Background: an optimization exercise with open tools, aiming at small area, a short achievable clock period and few clock cycles per item. Do not read the settings as production practice. Where RTL was checked, it was by simulation tests only, not by an equivalence proof against the original.

==> run E <==
==> flow/design.v <==
module ibc_pkb_enc (
    input  wire       clk,
    input  wire       rst,         
    input  wire       in_valid,
    output wire       in_ready,
    input  wire [7:0] in_data,
    input  wire       in_last,
    output wire       out_valid,
    input  wire       out_ready,
    output wire [7:0] out_data,
    output wire       out_last
);
    reg       rdy;
    reg       iv;
    reg [7:0] id;
    reg       il;
    assign in_ready = rdy;
    always @(posedge clk) begin
        iv <= !rst && in_valid && rdy;
        id <= in_data;
        il <= in_last;
    end
    reg       pend;                
    reg       run;                 
    reg [7:0] pv;
    reg       lopen;               
    reg [7:0] cnt;                 
    reg       fl;                  
    reg        we;                 
    reg        push;               
    reg  [8:0] tok;                
    reg        n_pend, n_run, n_lopen, n_fl;
    reg  [7:0] n_pv, n_cnt;
    wire eq = (id == pv);
    always @(*) begin
        we = 1'b0; push = 1'b0; tok = 9'd0;
        n_pend = pend; n_run = run; n_pv = pv; n_cnt = cnt;
        n_lopen = lopen; n_fl = 1'b0;
        if (fl) begin
            if (run) begin
                push = 1'b1; tok = {1'b1, cnt};
            end else if (pend) begin
                we = 1'b1; push = 1'b1;
                tok = {1'b1, lopen ? {1'b0, cnt[6:0]} + 8'd1 : 8'd0};
            end
            n_run = 1'b0; n_pend = 1'b0; n_lopen = 1'b0;
        end
        if (iv) begin
            n_fl = il;
            if (run && !fl) begin
                if (eq) begin
                    n_cnt = cnt - 8'd1;
                    if (cnt == 8'h82) begin
                        push = 1'b1; tok = {il, 8'h81};
                        n_run = 1'b0;
                        n_fl = 1'b0;
                    end
                end else begin
                    push = 1'b1; tok = {1'b0, cnt};
                    n_run = 1'b0; n_pend = 1'b1; n_pv = id;
                end
            end else if (!pend || fl) begin
                n_pend = 1'b1; n_pv = id;
            end else if (eq) begin
                we = 1'b1;
                n_run = 1'b1; n_cnt = 8'hFF; n_pend = 1'b0;
                if (lopen) begin
                    push = 1'b1; tok = {2'b00, cnt[6:0]};
                    n_lopen = 1'b0;
                end
            end else begin
                we = 1'b1;
                n_pv = id;
                n_lopen = 1'b1;
                n_cnt = lopen ? {1'b0, cnt[6:0] + 7'd1} : 8'd0;
                if (lopen && cnt[6:0] == 7'd126) begin
                    push = 1'b1; tok = {1'b0, 8'd127};
                    n_lopen = 1'b0;
                end
            end
        end
    end
    always @(posedge clk) begin
        if (rst) begin
            pend <= 1'b0; run <= 1'b0; lopen <= 1'b0; fl <= 1'b0;
        end else begin
            pend <= n_pend; run <= n_run; lopen <= n_lopen; fl <= n_fl;
        end
        pv <= n_pv; cnt <= n_cnt;
    end
    reg [7:0] mem [0:127];
    reg       wen;
    reg [7:0] wdat;
    reg [6:0] wp, rp;
    reg [7:0] fc;                  
    reg       room;                
    reg       rdq;
    function [6:0] nxt;
        input [6:0] x;
        nxt = {x[5:0], x[6] ^ x[5] ^ (x[5:0] == 6'd0)};
    endfunction
    wire rd;                       
    wire commit = wen && room;
    wire [7:0] fc_n = fc + {7'd0, commit} - {7'd0, rdq};
    always @(posedge clk) begin
        if (commit) mem[wp] <= wdat;
        if (we) wdat <= pv;
        if (rst) begin
            wen <= 1'b0; wp <= 7'd0; rp <= 7'd0; fc <= 8'd0; room <= 1'b1; rdq <= 1'b0;
        end else begin
            wen <= we || (wen && !commit);
            if (commit) wp <= nxt(wp);
            if (rd)     rp <= nxt(rp);
            rdq <= rd;
            fc <= fc_n;
            room <= !fc_n[7];
        end
    end
    reg [8:0] tq [0:7];
    reg [3:0] tw, tr, tr1;         
    wire      pop;
    always @(posedge clk) begin
        if (push) tq[tw[2:0]] <= tok;
        if (rst) begin
            tw <= 4'd0; tr <= 4'd0; tr1 <= 4'd1;
        end else begin
            if (push) tw <= tw + 4'd1;
            if (pop) tr <= tr1;
            tr1 <= pop ? tr1 + 4'd1 : tr + 4'd1;
        end
    end
    wire [8:0] fbase = {1'b0, fc} + {8'd0, commit} + {8'd0, rdy};
    wire [1:0] flate = {1'b0, we || (wen && !commit)} + {1'b0, n_pend};
    wire       f_ok  = (flate == 2'd0) ? (fbase <= 9'd128) :
                       (flate == 2'd1) ? (fbase <= 9'd127) : (fbase <= 9'd126);
    wire [3:0] tbase = tw - tr;
    wire       t_ok  = push ? (tbase <= 4'd4) : (tbase <= 4'd5);
    always @(posedge clk) begin
        if (rst) rdy <= 1'b0;
        else     rdy <= f_ok && t_ok;
    end
    reg       ov, ol;
    reg [7:0] od;
    reg       dph;                 
    reg [6:0] ecnt;                
    reg       elast;
    assign out_valid = ov;
    assign out_data  = od;
    assign out_last  = ol;
    wire       adv  = !ov || out_ready;
    wire [8:0] th   = tq[tr[2:0]];
    wire       tav  = (tw != tr);
    assign rd  = adv && dph;
    assign pop = adv && !dph && tav;
    reg        n_ov, n_ol;
    reg  [7:0] n_od;
    always @(*) begin
        if (dph) begin
            n_ov = 1'b1; n_od = mem[rp]; n_ol = elast && ecnt == 7'd0;
        end else begin
            n_ov = tav;  n_od = th[7:0]; n_ol = 1'b0;
        end
    end
    reg  [7:0] od_hn;
    reg        ol_hn;
    always @(posedge clk) begin
        if (rst)      ov <= 1'b0;
        else if (adv) ov <= n_ov;
        if (adv) begin
            od_hn <= ~n_od; ol_hn <= ~n_ol;
        end
        od <= adv ? n_od : ~od_hn;
        ol <= adv ? n_ol : ~ol_hn;
    end
    always @(posedge clk) begin
        if (rst) begin
            dph <= 1'b0;
        end else if (adv) begin
            if (dph) begin
                if (ecnt == 7'd0) dph <= 1'b0;
            end else if (tav) begin
                dph <= 1'b1;
            end
        end
        if (adv) begin
            if (dph) begin
                ecnt <= ecnt - 7'd1;
            end else begin
                ecnt <= th[7] ? 7'd0 : th[6:0];
                elast <= th[8];
            end
        end
    end
endmodule
==> flow/flow/run.sh <==
#!/bin/bash
# Own flow: the standard layout (standard synthesis, floorplan, placement, CTS, routing)
# unchanged, except that timing repair aims for setup slack beyond the clock period's, so the
# layout is optimised for a shorter achieved period. The SDC (clock period, I/O delays) is
# the design's. make's full output goes to standard.log in this folder.
set -euo pipefail
bash standard.sh SETUP_SLACK_MARGIN=7.0 finish > standard.log 2>&1
==> flow/standard.sh <==
#!/bin/bash
# synth_recipe.tcl (not shown) runs the flow's synth.tcl, then flattens the netlist and writes it again
# the make line also repeats each setting of config.mk as NAME=value (left out here)
make -C /OpenROAD-flow-scripts/flow DESIGN_CONFIG=/design/flow/config.mk WORK_HOME=/design/flow/orfs CLKGATE_MAP_FILE= SYNTH_SCRIPT=/design/flow/synth_recipe.tcl "${@:-finish}"
==> flow/config.mk <==
export PLATFORM = sky130hd
export DESIGN_NAME = ibc_pkb_enc
export DESIGN_NICKNAME = ibc_pkb_enc
export VERILOG_FILES = /design/flow/design.v
export SDC_FILE = /design/flow/constraint.sdc
export NUM_CORES = 4
export LEC_CHECK = 0
export ABC_CLOCK_PERIOD_IN_PS = 3200
export CAP_MARGIN = 20
export CORE_MARGIN = 2
export CORE_UTILIZATION = 40
export CTS_CLUSTER_DIAMETER = 60
export CTS_CLUSTER_SIZE = 20
export PLACE_DENSITY = 0.6
export SLEW_MARGIN = 20
==> flow/constraint.sdc <==
create_clock -name core_clock -period 10.0 [get_ports {clk}]
set_input_delay 2.0000 -clock core_clock [delete_from_list [all_inputs] [get_ports {clk}]]
set_output_delay 2.0000 -clock core_clock [all_outputs]
set_load 0.01 [all_outputs]
==> inputs of run M, as changes to run E <==
==> flow/design.v, changed modules only <==
module ibc_pkb_enc (
    input  wire       clk,
    input  wire       rst,         
    input  wire       in_valid,
    output wire       in_ready,
    input  wire [7:0] in_data,
    input  wire       in_last,
    output wire       out_valid,
    input  wire       out_ready,
    output wire [7:0] out_data,
    output wire       out_last
);
    reg       rdy;
    reg       iv;
    reg [7:0] id;
    reg       il;
    assign in_ready = rdy;
    always @(posedge clk) begin
        iv <= !rst && in_valid && rdy;
        id <= in_data;
        il <= in_last;
    end
    reg       pend;                
    reg       run;                 
    reg [7:0] pv;
    reg       lopen;               
    reg [7:0] cnt;                 
    reg       c82, c126;           
    reg       fl;                  
    reg        we;                 
    reg        push;               
    reg  [8:0] tok;                
    reg        n_pend, n_run, n_lopen, n_fl;
    reg  [7:0] n_pv, n_cnt;
    reg        n_c82, n_c126;
    wire eq = (id == pv);
    always @(*) begin
        we = 1'b0; push = 1'b0; tok = 9'd0;
        n_pend = pend; n_run = run; n_pv = pv; n_cnt = cnt; n_c82 = c82; n_c126 = c126;
        n_lopen = lopen; n_fl = 1'b0;
        if (fl) begin
            if (run) begin
                push = 1'b1; tok = {1'b1, cnt};
            end else if (pend) begin
                we = 1'b1; push = 1'b1;
                tok = {1'b1, lopen ? {1'b0, cnt[6:0]} + 8'd1 : 8'd0};
            end
            n_run = 1'b0; n_pend = 1'b0; n_lopen = 1'b0;
        end
        if (iv) begin
            n_fl = il;
            if (run && !fl) begin
                if (eq) begin
                    n_cnt = cnt - 8'd1;
                    n_c82 = (cnt == 8'h83); n_c126 = (cnt[6:0] == 7'd127);
                    if (c82) begin
                        push = 1'b1; tok = {il, 8'h81};
                        n_run = 1'b0;
                        n_fl = 1'b0;
                    end
                end else begin
                    push = 1'b1; tok = {1'b0, cnt};
                    n_run = 1'b0; n_pend = 1'b1; n_pv = id;
                end
            end else if (!pend || fl) begin
                n_pend = 1'b1; n_pv = id;
            end else if (eq) begin
                we = 1'b1;
                n_run = 1'b1; n_cnt = 8'hFF; n_c82 = 1'b0; n_c126 = 1'b0; n_pend = 1'b0;
                if (lopen) begin
                    push = 1'b1; tok = {2'b00, cnt[6:0]};
                    n_lopen = 1'b0;
                end
            end else begin
                we = 1'b1;
                n_pv = id;
                n_lopen = 1'b1;
                n_cnt = lopen ? {1'b0, cnt[6:0] + 7'd1} : 8'd0;
                n_c82 = 1'b0; n_c126 = lopen && cnt[6:0] == 7'd125;
                if (lopen && c126) begin
                    push = 1'b1; tok = {1'b0, 8'd127};
                    n_lopen = 1'b0;
                end
            end
        end
    end
    always @(posedge clk) begin
        if (rst) begin
            pend <= 1'b0; run <= 1'b0; lopen <= 1'b0; fl <= 1'b0;
        end else begin
            pend <= n_pend; run <= n_run; lopen <= n_lopen; fl <= n_fl;
        end
        pv <= n_pv; cnt <= n_cnt; c82 <= n_c82; c126 <= n_c126;
    end
    reg [7:0] mem [0:127];
    reg       wen;
    reg [7:0] wdat;
    reg [6:0] wp, rp;
    reg [7:0] fc;                  
    reg       room;                
    reg       rdq;
    function [6:0] nxt;
        input [6:0] x;
        nxt = {x[5:0], x[6] ^ x[5] ^ (x[5:0] == 6'd0)};
    endfunction
    wire rd;                       
    wire commit = wen && room;
    wire [7:0] fc_n = fc + {7'd0, commit} - {7'd0, rdq};
    always @(posedge clk) begin
        if (commit) mem[wp] <= wdat;
        if (we) wdat <= pv;
        if (rst) begin
            wen <= 1'b0; wp <= 7'd0; rp <= 7'd0; fc <= 8'd0; room <= 1'b1; rdq <= 1'b0;
        end else begin
            wen <= we || (wen && !commit);
            if (commit) wp <= nxt(wp);
            if (rd)     rp <= nxt(rp);
            rdq <= rd;
            fc <= fc_n;
            room <= !fc_n[7];
        end
    end
    reg [8:0] tq [0:7];
    reg [3:0] tw;
    reg [7:0] troh;                
    reg       trw;                 
    wire [3:0] tr = {trw, troh[4] | troh[5] | troh[6] | troh[7],
                          troh[2] | troh[3] | troh[6] | troh[7],
                          troh[1] | troh[3] | troh[5] | troh[7]};
    wire      pop;
    always @(posedge clk) begin
        if (push) tq[tw[2:0]] <= tok;
        if (rst) begin
            tw <= 4'd0; troh <= 8'd1; trw <= 1'b0;
        end else begin
            if (push) tw <= tw + 4'd1;
            if (pop) begin
                troh <= {troh[6:0], troh[7]};
                if (troh[7]) trw <= !trw;
            end
        end
    end
    wire [8:0] fbase = {1'b0, fc} + {8'd0, commit} + {8'd0, rdy};
    wire [1:0] flate = {1'b0, we || (wen && !commit)} + {1'b0, n_pend};
    wire       f_ok  = (flate == 2'd0) ? (fbase <= 9'd128) :
                       (flate == 2'd1) ? (fbase <= 9'd127) : (fbase <= 9'd126);
    wire [3:0] tbase = tw - tr;
    wire       t_ok  = push ? (tbase <= 4'd4) : (tbase <= 4'd5);
    always @(posedge clk) begin
        rdy <= f_ok && t_ok;
    end
    reg       ov, ol;
    reg [7:0] od;
    reg       dph;                 
    reg [6:0] ecnt;                
    reg       elast;
    assign out_valid = ov;
    assign out_data  = od;
    assign out_last  = ol;
    wire       adv  = !ov || out_ready;
    reg  [8:0] th;                 
    integer j;
    always @(*) begin
        th = 9'd0;
        for (j = 0; j < 8; j = j + 1)
            th = th | (tq[j] & {9{troh[j]}});
    end
    wire       tav  = (tw != tr);
    assign rd  = adv && dph;
    assign pop = adv && !dph && tav;
    reg        n_ov, n_ol;
    reg  [7:0] n_od;
    always @(*) begin
        if (dph) begin
            n_ov = 1'b1; n_od = mem[rp]; n_ol = elast && ecnt == 7'd0;
        end else begin
            n_ov = tav;  n_od = th[7:0]; n_ol = 1'b0;
        end
    end
    reg  [7:0] od_hn;
    reg        ol_hn;
    always @(posedge clk) begin
        if (rst)      ov <= 1'b0;
        else if (adv) ov <= n_ov;
        if (adv) begin
            od_hn <= ~n_od; ol_hn <= ~n_ol;
        end
        od <= adv ? n_od : ~od_hn;
        ol <= adv ? n_ol : ~ol_hn;
    end
    always @(posedge clk) begin
        if (rst) begin
            dph <= 1'b0;
        end else if (adv) begin
            if (dph) begin
                if (ecnt == 7'd0) dph <= 1'b0;
            end else if (tav) begin
                dph <= 1'b1;
            end
        end
        if (adv) begin
            if (dph) begin
                ecnt <= ecnt - 7'd1;
            end else begin
                ecnt <= th[7] ? 7'd0 : th[6:0];
                elast <= th[8];
            end
        end
    end
endmodule
==> flow/flow/run.sh (replaced) <==
#!/bin/bash
# Own flow: the standard layout (standard synthesis, floorplan, placement, CTS, routing)
# unchanged, except that
#  - every port still gets its own buffer, but a plain buf_4 instead of the delay-cell
#    buffer that buffer_ports picks by default.
# make's full output goes to standard.log in this folder.
set -euo pipefail
bash standard.sh SETUP_SLACK_MARGIN=6.9 "BUFFER_PORTS_ARGS=-buffer_cell sky130_fd_sc_hd__buf_4" finish > standard.log 2>&1
--- a/flow/config.mk
+++ b/flow/config.mk
@@ -8,8 +8,8 @@
 export ABC_CLOCK_PERIOD_IN_PS = 3200
 export CAP_MARGIN = 20
 export CORE_MARGIN = 2
-export CORE_UTILIZATION = 40
+export CORE_UTILIZATION = 65
 export CTS_CLUSTER_DIAMETER = 60
 export CTS_CLUSTER_SIZE = 20
-export PLACE_DENSITY = 0.6
+export PLACE_DENSITY = 0.8
 export SLEW_MARGIN = 20
==> inputs of run Y, as changes to run E <==
==> flow/design.v, changed modules only <==
module ibc_pkb_enc (
    input  wire       clk,
    input  wire       rst,         
    input  wire       in_valid,
    output wire       in_ready,
    input  wire [7:0] in_data,
    input  wire       in_last,
    output wire       out_valid,
    input  wire       out_ready,
    output wire [7:0] out_data,
    output wire       out_last
);
    localparam integer C  = 132;    
    localparam integer D  = 8;      
    reg       rdy;
    reg       iv;
    reg [7:0] id;
    reg       il;
    assign in_ready = rdy;
    always @(posedge clk) begin
        iv <= !rst && in_valid && rdy;
        id <= in_data;
        il <= in_last;
    end
    reg       pend;                
    reg       run;                 
    reg [7:0] pv;
    reg [7:0] rctl;                
    reg       lopen;               
    reg [6:0] lcnt;                
    reg       fl;                  
    reg        we;                 
    reg        push;               
    reg  [9:0] tok;                
    reg        n_pend, n_run, n_lopen, n_fl;
    reg  [7:0] n_pv, n_rctl;
    reg  [6:0] n_lcnt;
    wire eq = (id == pv);
    always @(*) begin
        we = 1'b0; push = 1'b0; tok = 10'd0;
        n_pend = pend; n_run = run; n_pv = pv; n_rctl = rctl;
        n_lopen = lopen; n_lcnt = lcnt; n_fl = 1'b0;
        if (fl) begin
            if (run) begin
                push = 1'b1; tok = {1'b1, 1'b1, rctl};
            end else if (pend) begin
                we = 1'b1; push = 1'b1;
                tok = {1'b0, 1'b1, lopen ? {1'b0, lcnt} + 8'd1 : 8'd0};
            end
            n_run = 1'b0; n_pend = 1'b0; n_lopen = 1'b0;
        end
        if (iv) begin
            n_fl = il;
            if (run && !fl) begin
                if (eq) begin
                    n_rctl = rctl - 8'd1;
                    if (rctl == 8'h82) begin
                        push = 1'b1; tok = {1'b1, il, 8'h81};
                        n_run = 1'b0;
                        n_fl = 1'b0;
                    end
                end else begin
                    push = 1'b1; tok = {1'b1, 1'b0, rctl};
                    n_run = 1'b0; n_pend = 1'b1; n_pv = id;
                end
            end else if (!pend || fl) begin
                n_pend = 1'b1; n_pv = id;
            end else if (eq) begin
                we = 1'b1;
                n_run = 1'b1; n_rctl = 8'hFF; n_pend = 1'b0;
                if (lopen) begin
                    push = 1'b1; tok = {1'b0, 1'b0, 1'b0, lcnt};
                    n_lopen = 1'b0;
                end
            end else begin
                we = 1'b1;
                n_pv = id;
                n_lopen = 1'b1;
                n_lcnt = lopen ? lcnt + 7'd1 : 7'd0;
                if (lopen && lcnt == 7'd126) begin
                    push = 1'b1; tok = {1'b0, 1'b0, 8'd127};
                    n_lopen = 1'b0;
                end
            end
        end
    end
    always @(posedge clk) begin
        if (rst) begin
            pend <= 1'b0; run <= 1'b0; lopen <= 1'b0; fl <= 1'b0;
        end else begin
            pend <= n_pend; run <= n_run; lopen <= n_lopen; fl <= n_fl;
        end
        pv <= n_pv; rctl <= n_rctl; lcnt <= n_lcnt;
    end
    reg [7:0] mem [0:C-1];
    reg       wen;
    reg [7:0] wdat;
    reg [7:0] wp, rp;
    reg [7:0] fcnt;                
    wire rd;                       
    always @(posedge clk) begin
        if (rst) wen <= 1'b0;
        else     wen <= we;
        wdat <= pv;
        if (wen) mem[wp] <= wdat;
        if (rst) begin
            wp <= 8'd0; rp <= 8'd0; fcnt <= 8'd0;
        end else begin
            if (wen) wp <= (wp == C - 1) ? 8'd0 : wp + 8'd1;
            if (rd)  rp <= (rp == C - 1) ? 8'd0 : rp + 8'd1;
            fcnt <= fcnt + {7'd0, we} - {7'd0, rd};
        end
    end
    reg [9:0] tq [0:D-1];
    reg [2:0] tw, tr;
    reg [3:0] tcnt;
    wire      pop;
    always @(posedge clk) begin
        if (push) tq[tw] <= tok;
        if (rst) begin
            tw <= 3'd0; tr <= 3'd0; tcnt <= 4'd0;
        end else begin
            if (push) tw <= tw + 3'd1;
            if (pop)  tr <= tr + 3'd1;
            tcnt <= tcnt + {3'd0, push} - {3'd0, pop};
        end
    end
    always @(posedge clk) begin
        if (rst) rdy <= 1'b0;
        else     rdy <= (fcnt <= C - 4) && (tcnt + {3'd0, push} - {3'd0, pop} <= 4'd5);
    end
    reg       ov, ol;
    reg [7:0] od;
    reg       dph;                 
    reg [6:0] ecnt;                
    reg       elast;
    assign out_valid = ov;
    assign out_data  = od;
    assign out_last  = ol;
    wire       adv  = !ov || out_ready;
    wire [9:0] th   = tq[tr];
    wire       tav  = (tcnt != 4'd0);
    assign rd  = adv && dph;
    assign pop = adv && !dph && tav;
    always @(posedge clk) begin
        if (rst) begin
            ov <= 1'b0; dph <= 1'b0;
        end else if (adv) begin
            if (dph) begin
                ov <= 1'b1;
                if (ecnt == 7'd0) dph <= 1'b0;
            end else if (tav) begin
                ov <= 1'b1; dph <= 1'b1;
            end else begin
                ov <= 1'b0;
            end
        end
        if (adv) begin
            if (dph) begin
                od <= mem[rp];
                ol <= elast && ecnt == 7'd0;
                ecnt <= ecnt - 7'd1;
            end else begin
                od <= th[7:0];
                ol <= 1'b0;
                ecnt <= th[9] ? 7'd0 : th[6:0];
                elast <= th[8];
            end
        end
    end
endmodule
==> flow/run.sh (new file) <==
#!/bin/bash
# synth_recipe.tcl (not shown) runs the flow's synth.tcl, then flattens the netlist and writes it again
# the make line also repeats each setting of config.mk as NAME=value (left out here)
make -C /OpenROAD-flow-scripts/flow DESIGN_CONFIG=/design/flow/config.mk WORK_HOME=/design/flow/orfs CLKGATE_MAP_FILE= SYNTH_SCRIPT=/design/flow/synth_recipe.tcl finish
==> flow/config.mk (replaced) <==
export PLATFORM = sky130hd
export DESIGN_NAME = ibc_pkb_enc
export DESIGN_NICKNAME = ibc_pkb_enc
export VERILOG_FILES = /design/flow/design.v
export SDC_FILE = /design/flow/constraint.sdc
export NUM_CORES = 4
export LEC_CHECK = 0
export CAP_MARGIN = 20
export CORE_MARGIN = 2
export CORE_UTILIZATION = 40
export PLACE_DENSITY = 0.6
export SLEW_MARGIN = 20
removed: flow/flow/run.sh
removed: flow/standard.sh
==> comparison table <==
| item | run M | run E | run Y |
|---|---|---|---|
| Tapcell count | 959 | 1612 | 1637 |
| Setup slack at placement | 5.89 ns | 5.06 ns | 4.20 ns |
| FF-to-FF setup slack | 6.91 ns | 6.91 ns | 5.60 ns |
| Result of the run | no timing/DRC/antenna violations | no timing/DRC/antenna violations | no timing/DRC/antenna violations |
| Number of standard-cell rows in the floorplan | 99 | 127 | 129 |
| Signal arrival time at the worst endpoint | 1.15 ns | 1.21 ns | 5.32 ns |
| Endpoint required time on the critical path | 8.00 ns | 8.00 ns | 10.66 ns |
| Area post-placement | 48900 um^2 | 50100 um^2 | 51300 um^2 |
| Type of element capturing the critical path | output pin | output pin | register |
| Distinct cells, synth | 90 | 81 | 73 |
| Sw frac | 23.3% | 24.9% | 24.6% |
| Source-to-sink clock delay at the later pin of the worst-skew pair | 0.64 ns | 0.67 ns | 0.74 ns |
| Total clock buffers created by CTS | 74 | 83 | 130 |
| Destination of the worst hold path | od[5] | ol | wdat[4] |
| Number of flip-flops under the largest register name | 1024 | 1024 | 1056 |
| Post-CTS clock slew at the launch and capture registers of the worst setup and hold paths | 0.09 ns | 0.08 ns | 0.06 ns |
| Relative max-transition margin | 25.9% | 18.5% | 27.0% |
Testbench counts of run E, summed over its fixed seeds: cycles 192,894, bytes 189,906.
Testbench counts of run M, summed over its fixed seeds: cycles 192,886, bytes 189,906.
Function not checked in run Y: the RTL went through the layout flow alone.

[separate check: timing with driven ports]
Ports are ideal in the flow. The routed layouts listed here were re-timed in OpenROAD.
Step 1 sets driving cells, clkbuf_16 on the clock port and buf_2 on the other inputs (assumed; they add their load-dependent delay and slew).
Step 2 moves the port delays by t, midway between the first and last clock arrival at a register: inputs arrive t later, outputs are due t later. That takes back most of the time a late clock gives input paths.
Three values: no drivers, after step 1, after step 2; two values: the first two.
run	t (ns)	slack for setup (ns)	hold slack, ns
run E	0.721	6.792 / 6.726 / 6.382	0.435 / 0.435 / 0.435
run M	0.693	6.851 / 6.781 / 6.370	0.445 / 0.445 / 0.445
run Y	0.794	5.340 / 5.380 / 4.586	0.390 / 0.390 / 0.390
After both steps setup and hold are still met in every run listed. The setup slack of run Y, which loses most, moves by +0.040 ns with the drivers and by -0.754 ns with both steps.
